From an optimization exercise on the open Yosys and OpenROAD flow, aimed at small area, a short achievable clock period and few clock cycles per item; shortcuts taken in it are not production practice.
Function was checked by simulation only, so behaviour that the tests miss may differ from the original.

==> run a: inputs <==
==> flow/design.v (excerpt) <==
module tpaq_hasher (
    input  wire         clk,
    input  wire         rst,
    input  wire         in_valid,
    output wire         in_ready,
    input  wire         in_op,
    input  wire [149:0] in_data,
    output reg          out_valid,
    output reg          out_err,
    output reg  [223:0] out_ctx,
    output reg  [31:0]  out_c4,
    output reg  [23:0]  out_h
);
    localparam [31:0] C  = 32'd200002979;
    localparam [31:0] CC = C * C;
    function [31:0] hash_c;
        input [31:0] py;
        input [31:0] y;
        reg   [31:0] g;
        begin
            g = CC ^ py;
            hash_c = {g[31], g[31:1]} ^ {{9{g[31]}}, g[31:9]} ^ {{2{C[31]}}, C[31:2]}
                   ^ {{3{y[31]}}, y[31:3]} ^ C;
        end
    endfunction
    assign in_ready = 1'b1;
    reg         v_r, op_r, rst_r;
    reg [149:0] d_r;
    always @(posedge clk) begin
        if (rst) v_r <= 1'b0;
        else     v_r <= in_valid;
        rst_r <= rst;
        op_r  <= in_op;
        d_r   <= in_data;
    end
    reg [31:0] c4, c8;
    reg [23:0] h;
    reg [30:0] pos, bc;
    reg        text;         
    reg [31:0] h1, h2;       
    reg        v_s, e_s;
    wire [7:0]  b       = d_r[7:0];
    wire        refuse  = &pos;
    wire [23:0] h_n;         
    wire [30:0] pos_inc = pos + 31'd1;
    wire [30:0] bc_inc  = bc + 31'd1;
    wire        text0   = bc < (pos_inc >> 2);
  ...
Settings: LEC_CHECK=0, CAP_MARGIN=20, CORE_MARGIN=2, CORE_UTILIZATION=70, SLEW_MARGIN=20; clock period 28.0 ns.
standard.sh (not shown) runs the stock make flow with config.mk's settings and CLKGATE_MAP_FILE= SYNTH_SCRIPT=/design/flow/synth_recipe.tcl, a recipe that flattens the netlist after the stock synthesis.
==> flow/flow/run.sh <==
#!/bin/bash
# Standard layout with two changes:
#  - a netlist pass between synthesis and floorplan: flow/invpush.py removes
#    the inverters that synthesis leaves between full adders and xor gates
#    (a full adder is self-dual, so it can take its inputs inverted and give
#    its outputs inverted instead; an xor absorbs an inverted input by
#    becoming an xnor). Registers and all other cells stay as synthesized.
#  - the port buffers are plain buffers (buf_2) rather than delay cells.
#  - repair_timing aims beyond the period, and the clock tree uses no dummy loads.
# Each tool's output goes to its own log file here.
set -euo pipefail
R=orfs/results/${FLOW_PLATFORM}/tpaq_hasher/base
bash standard.sh synth > synth.log 2>&1
cp "$R/1_2_yosys.v" "$R/1_2_yosys_std.v"
python3 flow/invpush.py "$R/1_2_yosys_std.v" "$R/1_2_yosys.v" 3000000 > invpush.log 2>&1
rm -f "$R/1_synth.odb" "$R/1_synth.sdc"
bash standard.sh synth > synth_odb.log 2>&1
export BUFFER_PORTS_ARGS="-buffer_cell sky130_fd_sc_hd__buf_2"
# ask repair_timing for slack beyond the period, so that it speeds up the
# paths that set the achieved period
export SETUP_SLACK_MARGIN=21.2
# clock tree without dummy loads
export CTS_ARGS="-sink_clustering_enable -repair_clock_nets -dont_use_dummy_load"
bash standard.sh finish > layout.log 2>&1
Other scripts of this flow, unchanged in this note and not shown: flow/flow/invpush.py
==> run b (differences from run a) <==
--- a/flow/flow/run.sh
+++ b/flow/flow/run.sh
@@ -6,7 +6,6 @@
 #    its outputs inverted instead; an xor absorbs an inverted input by
 #    becoming an xnor). Registers and all other cells stay as synthesized.
 #  - the port buffers are plain buffers (buf_2) rather than delay cells.
-#  - repair_timing aims beyond the period, and the clock tree uses no dummy loads.
 # Each tool's output goes to its own log file here.
 set -euo pipefail
 R=orfs/results/${FLOW_PLATFORM}/tpaq_hasher/base
@@ -19,6 +18,4 @@
 # ask repair_timing for slack beyond the period, so that it speeds up the
 # paths that set the achieved period
 export SETUP_SLACK_MARGIN=21.2
-# clock tree without dummy loads
-export CTS_ARGS="-sink_clustering_enable -repair_clock_nets -dont_use_dummy_load"
 bash standard.sh finish > layout.log 2>&1
--- a/flow/config.mk
+++ b/flow/config.mk
@@ -7,5 +7,5 @@
 export LEC_CHECK = 0
 export CAP_MARGIN = 20
 export CORE_MARGIN = 2
-export CORE_UTILIZATION = 70
+export CORE_UTILIZATION = 80
 export SLEW_MARGIN = 20
==> summary.txt <==
Between run a and run b, the lower cell count is in run b (gap about 1.6%, measured against run b). Against run b, the first-iteration DRC count of run a is smaller by about 44%. Between run a and run b, the lower via count is in run a (gap 9.6%, measured against run b). Synthesized area is the same in run a and run b. In run b the register-to-register slack is lower than in run a, by 0.41 ns. In run a the die area is higher than in run b, by 14%. Between run b and run a, the lower critical path depth is in run a (gap 18). Between run b and run a, the lower global-route usage is in run a (gap 10 points). Against run b, the clock skew of run a is lower by 0.0021 ns.
==> figures <==
	run b	run a
Fill cell total of the finished layout	5910	10200
Number of DRC markers in iteration 0	9013	5011
Min Hold Slack	0.322 ns	0.305 ns
WS Path Type	flop to flop	flop to output port
Capturing point of the worst reg2reg path	out_ctx[63]	out_ctx[127]
Met1 GRT Util	58.5%	49.6%
Share of cell area taken by multi-input logic gates	70.6%	71.4%
Starting density of the core	80.9%	70.4%
Met3 Wirelength	43400 µm	24700 µm
Hold worst-path end	out_c4[24]	out_c4[10]
Run status	complete, no violations	complete, no violations
Routed length per placed instance	29.9 µm	25.0 µm
Router iterations before antenna repair	19	5
Min cycle time layout	7.11 ns	6.86 ns
Biggest cell delay along the critical path	1.09 ns	0.37 ns
Arrival @ worst endpoint	7.81 ns	1.26 ns
Chip width	374 µm	400 µm
Testbench counts of run a, summed over its fixed seeds: cycles 32,032, items 32,000.
Testbench counts of run b, summed over its fixed seeds: cycles 32,032, items 32,000.

========
==> inputs of 08-23 <==
tpaq_hasher, a different RTL version from the one above (not shown whole).
==> flow/config.mk <==
export PLATFORM = sky130hd
export DESIGN_NAME = tpaq_hasher
export DESIGN_NICKNAME = tpaq_hasher
export VERILOG_FILES = /design/flow/design.v
export SDC_FILE = /design/flow/constraint.sdc
export NUM_CORES = 4
export LEC_CHECK = 0
export CAP_MARGIN = 20
export CORE_MARGIN = 2
export CORE_UTILIZATION = 40
export SLEW_MARGIN = 20
==> flow/constraint.sdc <==
create_clock -name core_clock -period 28.0 [get_ports {clk}]
set_input_delay 5.6000 -clock core_clock [delete_from_list [all_inputs] [get_ports {clk}]]
set_output_delay 5.6000 -clock core_clock [all_outputs]
set_load 0.01 [all_outputs]
==> flow/flow/run.sh <==
#!/bin/bash
# Standard layout, with one netlist pass between synthesis and floorplan:
# flow/invpush.py removes the inverters that synthesis leaves between full
# adders (a full adder is self-dual, so it can take its inputs inverted and
# give its outputs inverted instead). Registers and all else stay as the
# standard synthesis made them.
set -euo pipefail
R=orfs/results/${FLOW_PLATFORM}/tpaq_hasher/base
bash standard.sh synth > synth.log 2>&1
cp "$R/1_2_yosys.v" "$R/1_2_yosys_std.v"
python3 flow/invpush.py "$R/1_2_yosys_std.v" "$R/1_2_yosys.v" > invpush.log 2>&1
rm -f "$R/1_synth.odb" "$R/1_synth.sdc"
bash standard.sh synth > synth_odb.log 2>&1
bash standard.sh finish > layout.log 2>&1
==> flow/flow/invpush.py <==
#!/usr/bin/env python3
"""Inverter pushing on a flat gate-level netlist (Yosys output, sky130hd).

A full adder is self-dual: FA(~a, ~b, ~c) = (~sum, ~cout). Each full adder
may therefore be flipped (its inputs taken inverted and its outputs read
inverted) without changing the function. This pass removes the inverters
between cells, picks for every full adder whether to flip it so that as few
signals as possible need an inverted copy, and puts back one inverter per
signal that still needs one. Flip-flops, ports and other cells are untouched.

usage: invpush.py IN.v OUT.v
"""
import re, sys
from collections import defaultdict

src = open(sys.argv[1]).read()

cell_re = re.compile(r'^(\s*)(sky130_fd_sc_hd__(\w+))\s+(\\\S+ |\S+)\s*\((.*?)\);\n', re.S | re.M)
pin_re = re.compile(r'\.(\w+)\(\s*(.*?)\s*\)(?=\s*,|\s*$)', re.S)

OUT_PINS = {"X", "Y", "Q", "Q_N", "SUM", "COUT", "HI", "LO", "GCLK"}

cells = []
for m in cell_re.finditer(src):
    typ = m.group(3)
    name = m.group(4)
    pins = []
    for pm in pin_re.finditer(m.group(5)):
        pins.append([pm.group(1), pm.group(2).strip()])
    cells.append({"span": m.span(), "type": typ, "name": name, "pins": pins, "indent": m.group(1)})

# nets used outside cells: ports and assigns
mod = re.search(r'module\s+(\S+)\s*\((.*?)\);', src, re.S)
ports = set()
for decl in re.finditer(r'^\s*(input|output|inout)\s+(?:wire\s+)?(\[\d+:\d+\]\s*)?(\\\S+ |[\w$]+)\s*;', src, re.M):
    ports.add(decl.group(3).strip())
assign_text = " ".join(re.findall(r'^\s*assign\s+(.*?);', src, re.M | re.S))

def base(net):
    n = net.strip()
    if n.startswith("\\"):
        return n.split(" ")[0]
    return re.sub(r'\s*\[\d+\]$', '', n)

def fixed_net(net):
    b = base(net)
    return b in ports or (b and b in assign_text)

driver = {}
for ci, c in enumerate(cells):
    for p, n in c["pins"]:
        if p in OUT_PINS:
            driver[n] = (ci, p)

def is_inv(c): return c["type"].startswith("inv_") or c["type"].startswith("clkinv_")
def is_fa(c): return c["type"].startswith("fa_")

removable = set()
for ci, c in enumerate(cells):
    if is_inv(c):
        out = [n for p, n in c["pins"] if p == "Y"][0]
        if not fixed_net(out):
            removable.add(ci)

memo = {}
def resolve(n):
    if n in memo: return memo[n]
    d = driver.get(n)
    if d is not None and d[0] in removable:
        a = [x for p, x in cells[d[0]]["pins"] if p == "A"][0]
        r, q = resolve(a)
        res = (r, q ^ 1)
    else:
        res = (n, 0)
    memo[n] = res
    return res

# consumers of each root: list of (cell index or None, required parity)
cons = defaultdict(list)
for ci, c in enumerate(cells):
    if ci in removable: continue
    for k, (p, n) in enumerate(c["pins"]):
        if p in OUT_PINS: continue
        if n.startswith("1'b") or n == "": continue
        r, q = resolve(n)
        cons[r].append((ci, q, k))
# nets read by ports/assigns through a removable inverter cannot occur (fixed_net);
# nets read directly keep parity 0 and are not touched.

flip = [0] * len(cells)
fa_out_roots = {}
for ci, c in enumerate(cells):
    if is_fa(c):
        fa_out_roots[ci] = [n for p, n in c["pins"] if p in ("SUM", "COUT")]

def phys(r):
    d = driver.get(r)
    if d is not None and is_fa(cells[d[0]]):
        return flip[d[0]]
    return 0

def cost(r):
    ph = phys(r)
    for ci, q, k in cons[r]:
        need = q ^ (flip[ci] if is_fa(cells[ci]) else 0)
        if need != ph:
            return 1
    return 0

def affected(ci):
    rs = set(fa_out_roots[ci])
    for p, n in cells[ci]["pins"]:
        if p not in OUT_PINS and not n.startswith("1'b"):
            rs.add(resolve(n)[0])
    return rs

before = sum(cost(r) for r in list(cons))
changed = True
passes = 0
while changed and passes < 50:
    changed = False
    passes += 1
    for ci in fa_out_roots:
        rs = affected(ci)
        c0 = sum(cost(r) for r in rs)
        flip[ci] ^= 1
        c1 = sum(cost(r) for r in rs)
        if c1 < c0:
            changed = True
        else:
            flip[ci] ^= 1
after = sum(cost(r) for r in list(cons))

# rewrite
newinv = {}
decls = []
invs = []
def inv_of(r):
    if r not in newinv:
        k = len(newinv)
        w = f"_ipn{k}_"
        newinv[r] = w
        decls.append(f"  wire {w};\n")
        ra = r + " " if r.startswith("\\") else r
        invs.append(f"  sky130_fd_sc_hd__inv_1 _ipi{k}_ (\n    .A({ra}),\n    .Y({w})\n  );\n")
    return newinv[r]

for ci, c in enumerate(cells):
    if ci in removable: continue
    for k, (p, n) in enumerate(c["pins"]):
        if p in OUT_PINS or n.startswith("1'b") or n == "": continue
        r, q = resolve(n)
        need = q ^ (flip[ci] if is_fa(c) else 0)
        c["pins"][k][1] = r if need == phys(r) else inv_of(r)

out = []
pos = 0
for ci, c in enumerate(cells):
    s, e = c["span"]
    out.append(src[pos:s])
    pos = e
    if ci in removable: continue
    ind = c["indent"]
    body = ",\n".join(f"    .{p}({n} )" if n.startswith("\\") else f"    .{p}({n})" for p, n in c["pins"])
    out.append(f"{ind}sky130_fd_sc_hd__{c['type']} {c['name']} (\n{body}\n  );\n")
tail = src[pos:]
endpos = tail.rfind("endmodule")
out.append(tail[:endpos])
out.extend(decls)
out.extend(invs)
out.append(tail[endpos:])
open(sys.argv[2], "w").write("".join(out))
ninv = sum(1 for c in cells if is_inv(c))
print(f"invpush: {len(fa_out_roots)} full adders, {sum(flip)} flipped, "
      f"inverters {ninv} -> {ninv - len(removable) + len(newinv)} ({passes} passes)", file=sys.stderr)
==> 08-21: changes against 08-23 <==
==> flow/run.sh (new file) <==
#!/bin/bash
# synth_recipe.tcl (not shown) runs the flow's synth.tcl, then flattens the netlist and writes it again
# the make line also repeats each setting of config.mk as NAME=value (left out here)
make -C /OpenROAD-flow-scripts/flow DESIGN_CONFIG=/design/flow/config.mk WORK_HOME=/design/flow/orfs CLKGATE_MAP_FILE= SYNTH_SCRIPT=/design/flow/synth_recipe.tcl finish
removed: flow/flow/run.sh
removed: flow/flow/invpush.py
removed: flow/standard.sh
==> summary.txt <==
Status: timing/DRC/antenna clean
First-pass GRT wire length: 504600 um
Final-layout clock-cell area share: 0.02918
Placer congestion estimate: 0.9415
Layout overhead on the synthesized area: 11.41%
Total track usage: 0.2245
Cells after DPL: 15670
Mapped Nets: 14950
Tapcells: 3781
Most frequent cells in the layout: 2732 x inv_1, 2304 x fa_1, 1027 x xnor2_1, 981 x ha_1, 855 x dfxtp_1
Initial antenna violation count: 7
Count of non-CTS inverters in the layout: 2741
Worst hold slack: 320.9 ps
Met1 GRT Util: 0.3138
Most common cell after layout, fill and taps aside: inv_1
-- figures above: 08-21

==> summary.txt <==
Count of non-CTS inverters in the layout: 1344
First-pass GRT wire length: 507600 um
Met1 GRT Util: 0.3199
Initial antenna violation count: 25
Final hold violations: 0
Mapped Nets: 13550
Worst hold slack: 301.1 ps
Placer congestion estimate: 0.9478
Most frequent cells in the layout: 2304 x fa_1, 1344 x inv_1, 1025 x xnor2_1, 981 x ha_1, 855 x dfxtp_1
Layout overhead on the synthesized area: 12.08%
Multi-In Gates: 7727
Total track usage: 0.2369
Tapcells: 3705
Cells after DPL: 14210
Final-layout clock-cell area share: 0.03170
Most common cell after layout, fill and taps aside: fa_1
Status: timing/DRC/antenna clean
Util after Layout: 0.4503
RSZ-0062 raised after global routing: no
-- figures above: 08-23

Testbench counts of 08-23, summed over its fixed seeds: cycles 32,024, items 32,000.
Testbench counts of 08-21, summed over its fixed seeds: cycles 32,024, items 32,000.

separate check: timing with driven ports:
How much do the figures lean on ideal ports? The routed layouts below were timed once more, with nothing changed but the port constraints.
Step 1, drivers: a clkbuf_16 drives clk and a buf_2 each remaining input, both assumed.
Step 2 times the ports against the registers' clock, not the clock port: input delays grow and output delays shrink by t, the midpoint of the rising clock arrivals with the driver on.
Three values: ideal ports, drivers, drivers and shift; two values: the first two.
run	shift t [ns]	setup WS [ns]	clock arrival spread, ns
run a	0.820	21.137 / 21.046 / 21.296	0.115 / 0.114
run b	0.870	20.893 / 20.893 / 20.893	0.116 / 0.116
08-23	0.924	19.240 / 19.300 / 18.376	0.112 / 0.111
08-21	0.966	19.709 / 19.766 / 18.800	0.070 / 0.070
After both steps every run listed still meets setup and hold. The setup slack of 08-21, which loses most, moves by +0.057 ns with the drivers and by -0.909 ns with both steps.
